What follows belongs to an exercise in optimizing a design on an open flow for small area; a production flow would make more cautious choices. In this exercise RTL edits were held to simulation tests only and were not proved equivalent to the original.

==> flow/design.v <==
module cpu16_alu (
    input  wire [2:0]  sel,      
    input  wire [15:0] a,
    input  wire [15:0] b,
    output reg  [15:0] result,
    output wire        n,
    output wire        z,
    output reg         c,
    output reg         v
);
    wire [16:0] sum  = {1'b0, a} + {1'b0, b};
    wire [15:0] diff = a - b;
    wire [3:0]  amt  = b[3:0];
    wire        right = b[15];
    wire [31:0] shl  = {16'b0, a} << amt;    
    wire [31:0] shr  = {a, 16'b0} >> amt;    
    always @(*) begin
        result = 16'h0000;
        c      = 1'b0;
        v      = 1'b0;
        case (sel)
            3'd0: begin
                result = sum[15:0];
                c      = sum[16];
                v      = (a[15] == b[15]) && (sum[15] != a[15]);
            end
            3'd1: begin
                result = diff;
                c      = (a >= b);
                v      = (a[15] != b[15]) && (diff[15] != a[15]);
            end
            3'd2: result = a & b;
            3'd3: result = a | b;
            3'd4: begin
                if (amt == 4'd0) begin
                    result = a;
                    c      = 1'b0;
                end else if (right) begin
                    result = shr[31:16];
                    c      = shr[15];
                end else begin
                    result = shl[15:0];
                    c      = shl[16];
                end
            end
            default: ;
        endcase
    end
    assign n = result[15];
    assign z = (result == 16'h0000);
endmodule
module cpu16 (
    input  wire        clk,
    input  wire        rst,           
    output wire [15:0] imem_addr,
    input  wire [15:0] imem_rdata,
    output reg  [15:0] dmem_addr,
    output reg  [15:0] dmem_wdata,
    output reg         dmem_we,
    input  wire [15:0] dmem_rdata,
    input  wire [3:0]  dbg_sel,       
    output wire [15:0] dbg_rdata,
    output wire [15:0] pc_o,
    output wire [15:0] sp_o,
    output wire [15:0] ir_o,
    output wire [3:0]  flags_o,       
    output wire        halted,
    output wire        faulted
);
    localparam [16:0] IMEM_SIZE = 17'd256;
    localparam [16:0] DMEM_SIZE = 17'd256;
    localparam [15:0] SP_INIT   = 16'd256;
    localparam [3:0] OP_LOADI = 4'h0, OP_LUI  = 4'h1, OP_LOAD = 4'h2, OP_STORE = 4'h3,
                     OP_ADDI  = 4'h4, OP_ADD  = 4'h5, OP_SUB  = 4'h6, OP_AND   = 4'h7,
                     OP_OR    = 4'h8, OP_SHFT = 4'h9, OP_BEQ  = 4'hA, OP_BNE   = 4'hB,
                     OP_B     = 4'hC, OP_CALL = 4'hD, OP_RET  = 4'hE, OP_HALT  = 4'hF;
    localparam PH_FETCH = 1'b0, PH_EXEC = 1'b1;
    reg [15:0] regs [0:15];
    reg [15:0] pc, sp, ir;
    reg        flag_n, flag_z, flag_c, flag_v;
    reg        halted_r, faulted_r;
    reg        phase;
    wire [3:0]  op    = ir[15:12];
    wire [3:0]  rd    = ir[11:8];
    wire [3:0]  ra    = ir[7:4];
    wire [3:0]  rb    = ir[3:0];
    wire [15:0] imm4  = {{12{ir[3]}}, ir[3:0]};
    wire [7:0]  imm8  = ir[7:0];
    wire [15:0] off8  = {{8{ir[7]}}, ir[7:0]};
    wire [15:0] val_rd = regs[rd];
    wire [15:0] val_ra = regs[ra];
    wire [15:0] val_rb = regs[rb];
    reg  [2:0]  alu_sel;
    wire [15:0] alu_b = (op == OP_ADDI) ? imm4 : val_rb;
    wire [15:0] alu_result;
    wire        alu_n, alu_z, alu_c, alu_v;
    always @(*) begin
        case (op)
            OP_SUB:  alu_sel = 3'd1;
            OP_AND:  alu_sel = 3'd2;
            OP_OR:   alu_sel = 3'd3;
            OP_SHFT: alu_sel = 3'd4;
            default: alu_sel = 3'd0;      
        endcase
    end
    cpu16_alu u_alu (
        .sel    (alu_sel),
        .a      (val_ra),
        .b      (alu_b),
        .result (alu_result),
        .n      (alu_n),
        .z      (alu_z),
        .c      (alu_c),
        .v      (alu_v)
    );
    wire [15:0] ea_load  = val_ra + imm4;        
    wire [15:0] ea_store = val_rd + imm4;        
    wire [15:0] sp_dec   = sp - 16'd1;
    wire [15:0] sp_inc   = sp + 16'd1;
    wire [15:0] br_target = pc + off8;           
    wire        is_alu = (op == OP_ADDI) || (op == OP_ADD) || (op == OP_SUB) ||
                         (op == OP_AND)  || (op == OP_OR)  || (op == OP_SHFT);
    always @(*) begin
        dmem_addr  = 16'h0000;
        dmem_wdata = 16'h0000;
        case (op)
            OP_LOAD:  dmem_addr = ea_load;
            OP_STORE: begin dmem_addr = ea_store; dmem_wdata = val_ra; end
            OP_CALL:  begin dmem_addr = sp_dec;   dmem_wdata = pc;     end
            OP_RET:   dmem_addr = sp;
            default:  ;
        endcase
    end
    wire dmem_in_range = ({1'b0, dmem_addr} < DMEM_SIZE);
    wire exec_active   = !rst && !halted_r && !faulted_r && (phase == PH_EXEC);
    always @(*) begin
        dmem_we = exec_active && dmem_in_range && ((op == OP_STORE) || (op == OP_CALL));
    end
    wire fetch_in_range = ({1'b0, pc} < IMEM_SIZE);
    assign imem_addr = pc;
    integer i;
    always @(posedge clk) begin
        if (rst) begin
            for (i = 0; i < 16; i = i + 1)
                regs[i] <= 16'h0000;
            pc        <= 16'h0000;
            sp        <= SP_INIT;
            ir        <= 16'h0000;
            flag_n    <= 1'b0;
            flag_z    <= 1'b0;
            flag_c    <= 1'b0;
            flag_v    <= 1'b0;
            halted_r  <= 1'b0;
            faulted_r <= 1'b0;
            phase     <= PH_FETCH;
        end else if (!halted_r && !faulted_r) begin
            if (phase == PH_FETCH) begin
                if (fetch_in_range) begin
                    ir    <= imem_rdata;
                    pc    <= pc + 16'd1;
                    phase <= PH_EXEC;
                end else begin
                    faulted_r <= 1'b1;
                end
            end else begin
                phase <= PH_FETCH;
                if (is_alu) begin
                    regs[rd] <= alu_result;
                    flag_n   <= alu_n;
                    flag_z   <= alu_z;
                    flag_c   <= alu_c;
                    flag_v   <= alu_v;
                end
                case (op)
                    OP_LOADI: regs[rd] <= {8'h00, imm8};
                    OP_LUI:   regs[rd] <= {imm8, val_rd[7:0]};
                    OP_LOAD:  begin
                        if (dmem_in_range) regs[rd] <= dmem_rdata;
                        else               faulted_r <= 1'b1;
                    end
                    OP_STORE: begin
                        if (!dmem_in_range) faulted_r <= 1'b1;
                    end
                    OP_BEQ:   if (flag_z)  pc <= br_target;
                    OP_BNE:   if (!flag_z) pc <= br_target;
                    OP_B:     pc <= br_target;
                    OP_CALL:  begin
                        sp <= sp_dec;
                        if (dmem_in_range) pc <= br_target;
                        else               faulted_r <= 1'b1;
                    end
                    OP_RET:   begin
                        if (dmem_in_range) begin
                            pc <= dmem_rdata;
                            sp <= sp_inc;
                        end else begin
                            faulted_r <= 1'b1;
                        end
                    end
                    OP_HALT:  halted_r <= 1'b1;
                    default:  ;
                endcase
            end
        end
    end
    assign dbg_rdata = regs[dbg_sel];
    assign pc_o      = pc;
    assign sp_o      = sp;
    assign ir_o      = ir;
    assign flags_o   = {flag_n, flag_z, flag_c, flag_v};
    assign halted    = halted_r;
    assign faulted   = faulted_r;
endmodule
==> flow/run.sh <==
#!/bin/bash
# synth_recipe.tcl (not shown) runs the flow's synth.tcl, then flattens the netlist and writes it again
# the make line also repeats each setting of config.mk as NAME=value (left out here)
make -C /OpenROAD-flow-scripts/flow DESIGN_CONFIG=/design/flow/config.mk WORK_HOME=/design/flow/orfs CLKGATE_MAP_FILE= SYNTH_SCRIPT=/design/flow/synth_recipe.tcl finish
==> flow/config.mk <==
export PLATFORM = sky130hd
export DESIGN_NAME = cpu16
export DESIGN_NICKNAME = cpu16
export VERILOG_FILES = /design/flow/design.v
export SDC_FILE = /design/flow/constraint.sdc
export NUM_CORES = 4
export LEC_CHECK = 0
export CAP_MARGIN = 20
export CORE_MARGIN = 2
export CORE_UTILIZATION = 40
export PLACE_DENSITY = 0.6
export SLEW_MARGIN = 20
==> flow/constraint.sdc <==
create_clock -name core_clock -period 10.0 [get_ports {clk}]
set_input_delay 2.0000 -clock core_clock [delete_from_list [all_inputs] [get_ports {clk}]]
set_output_delay 2.0000 -clock core_clock [all_outputs]
set_load 0.01 [all_outputs]
==> run notes <==
[logic make-up after synthesis]
family,Yosys count
xor gates and xnor gates,44
buffers and inverters,297
AOI/OAI and AO/OA,494
DFF,323
adders and majority gates,86
muxes,376
and+or+nand+nor,882
[state kept, by name, indices dropped and copies added, names as in the netlist, named ones only]
| register | flops |
|---|---|
| regs | 256 |
| ir | 16 |
| pc | 16 |
| sp | 16 |
| faulted_r | 1 |
| flag_c | 1 |
| flag_n | 1 |
| flag_v | 1 |
| flag_z | 1 |
| halted_r | 1 |
| phase | 1 |
[placed cells by master (no fill, tap or decap), types with 26 or more instances in the layout]
master | Yosys | routed
a21oi_1 | 129 | 128
buf_4 | 26 | 83
clkbuf_16 | 0 | 39
clkdlybuf4s50_1 | 0 | 153
dfxtp_1 | 67 | 60
edfxtp_1 | 256 | 256
ha_1 | 82 | 82
inv_1 | 65 | 65
mux2i_1 | 61 | 61
mux4_2 | 302 | 302
nand2_1 | 191 | 186
nand3_1 | 73 | 73
nor2_1 | 439 | 438
nor3_1 | 43 | 43
o21ai_0 | 134 | 134
xor2_1 | 26 | 26
[routing by layer]
metal  wire length [µm]  global-route usage, %
met1              40200                   39.8
met3              11500                   6.77
met4               6180                   16.3
met2              52700                   53.3
met5                 31                      0
[final cells by class]
cell class,count,area (µm²)
antenna,2,5.00
clock buffer,43,1000
clock inverter,29,332
fill,6091,35500
inverter,67,251
multi-input combinational,1882,16300
sequential,323,9050
tap,864,1080
timing repair buffer,240,2200
[worst max-delay path, stage by stage, from the launching register on]
cell	delay, ns
dfxtp_4	0.75
buf_4	0.47
mux4_2	0.56
mux4_2	0.60
inv_1	0.12
o21ai_0	0.24
ha_1	0.54
o21ai_0	0.13
a21oi_1	0.27
nand3_1	0.14
or2_2	0.32
nor4_1	0.21
o21ai_0	0.14
a31o_2	0.26
or4_4	0.45
or3_1	0.50
nor2_1	0.23
clkdlybuf4s50_1	0.57
[per-stage QoR]
stage	cells	setup WS (ns)
2_1_floorplan	2502	1.78
3_3_place_gp	3375	1.58
3_5_place_dp	3376	1.53
4_1_cts	3448	0.910
5_1_grt	3448	0.489
6_report	3450	0.885
[path summary, 6_finish.rpt]
check,startpoint,to,slack (ns),cells after the start
max,register,dmem_we,0.88,17
min,flag_n,flag_n,0.53,2
max reg2reg,register,regs[6][14],1.77,19
min reg2reg,flag_n,flag_n,0.53,2
==> results.sh <==
export IMPL_result_of_the_run="timing/DRC/antenna clean"
export IMPL_avgSynthCellArea_um2=10.6
export IMPL_synth_ff_latch_count=323
export IMPL_required_ns=8.00
export IMPL_routed_wl_mm=111
export IMPL_whs_ns=0.529
export IMPL_number_of_enable_flip_flop_cells_after_synthesis=256
export IMPL_die_height_um=262
export IMPL_drcViolationCount=0
export IMPL_async_reset_ff_share_pct=0
export IMPL_drtIter0Drc=2998
export IMPL_cts_resized=0
export IMPL_fin_tns_setup_ns=0
export IMPL_synthXorXnorAreaFrac_pct=1.45
export IMPL_synth_compound_area_share_pct=11.9
export IMPL_worst_pin_slew_ns=1.07
export IMPL_gp_congestion=1.02
export IMPL_num_vias=23400
export IMPL_initial_antenna_violation_count=5
export IMPL_detailed_place_area_mm2=0.0289
export IMPL_netlist_top_cell_by_area="edfxtp_1"
export IMPL_firstDrtPassIters=5
export IMPL_setup_worst_path_start_class="register"
export IMPL_fp_coreArea_mm2=0.0657
export IMPL_clock_sink_count=323
export IMPL_final_antenna_net_count=0
export IMPL_finalCoreUtilization_pct=46.0
export IMPL_dieWidth_um=262
export IMPL_maximum_achievable_frequency_ghz=0.110
export IMPL_grt_first_pass_wirelength_mm=160
export IMPL_number_of_cells_produced_by_synthesis=2502
export IMPL_synth_warnings=2
export IMPL_post_cts_setup_buffers=0
export IMPL_clockBufferDepth=3
export IMPL_synthesis_nets=2626
export IMPL_synth_seq_area_share_pct=34.0
export IMPL_max_cap_viols=0
export IMPL_cts_tree="built"
export IMPL_rsz_0062_raised_after_global_routing="false"
export IMPL_hold_viol_final=0
export IMPL_synth_area_mux_share_pct=28.4
export IMPL_critPathCaptureType="primary output"
export IMPL_gr_usage_all_layers_pct=32.1
export IMPL_place_port_buffers=156
export IMPL_period_needed_ns=9.12
export IMPL_floorplan_die_area_mm2=0.0685
export IMPL_cts_hold_fix_buffers=0
export IMPL_criticalPathCategory="reg2out"
export IMPL_fin_worst_skew_ns=0.0395
export IMPL_grt_max_degree=59
export IMPL_synth_adder_area_share_pct=4.16
export IMPL_synth_ff_type="edfxtp_1"
export IMPL_worstPathArrival_ns=7.12
export IMPL_period_share_pct=91.2
export IMPL_clk_root_buffer_cell="clkbuf_16"
export IMPL_start_util_pct=40.4
export IMPL_num_io_pins=157
export IMPL_vias_in_the_first_global_route=22700
export IMPL_synth_simple_gate_area_share_pct=15.2
export IMPL_synth_area_mm2=0.0266
export IMPL_report_final_setup_viol=0
export IMPL_synth_top_area_share_pct=28.9
export IMPL_net_count_reported_at_finish=2677
export IMPL_worst_skew_pair_late_latency_ns=0.60
export IMPL_area_growth_syn_to_layout_pct=13.7
export IMPL_post_synth_most_frequent_cells="nor2_1 (439), mux4_2 (302), edfxtp_1 (256), nand2_1 (191), clkbuf_1 (145)"
export IMPL_drv_slew=0
export IMPL_avgRoutedWirePerCell_um=32.0
export IMPL_post_dp_hpwl_mm=80.3
export IMPL_synth_top_family_by_area="multiplexers"
export IMPL_number_of_buffers_inserted_during_clock_tree_synthesis=39
export IMPL_synth_lib_cells_used_distinct=81
export IMPL_cts_reportedPaths_clkPinSlew_ns=0.06
export IMPL_grt_overflow=0
export IMPL_final_layout_size_suffix_gt1_share_pct=19.7
export IMPL_crit_path_max_fanout=30
export IMPL_ctsHtreeMaxLevel=2
export IMPL_detail_routed_via_count_per_cell=6.79
export IMPL_timing_max_slew_rel_slack_pct=28.6
export IMPL_core_rowCount=94
export IMPL_yosysMostFrequentCell="nor2_1"
export IMPL_netlist_top_cells_area="edfxtp_1 (29%), mux4_2 (26%), nor2_1 (6.2%)"
export IMPL_hp_class="reg2reg"
export IMPL_final_cell_area_mm2=0.0302

[port drivers added, routing unchanged]
Ports are ideal in the flow. The routed layout listed here was re-timed in OpenROAD. Step 1: set_driving_cell puts a clkbuf_16 on clk and a buf_2 on each other input, an assumption about the parent block. Step 2 times the ports against the registers' clock, not the clock port: input delays grow and output delays shrink by t, the midpoint of the rising clock arrivals with the driver on. Three values: ideal ports, drivers, drivers and shift; two values: the first two.
shift t [ns]: 0.635
slack for setup (ns): 0.885 / 0.825 / 1.461
hold WS [ns]: 0.529 / 0.529 / 0.529
latest minus earliest clock arrival (ns): 0.039 / 0.039
After both steps setup and hold are still met in this run. The setup slack of this run moves by -0.060 ns with the drivers and by +0.576 ns with both steps.
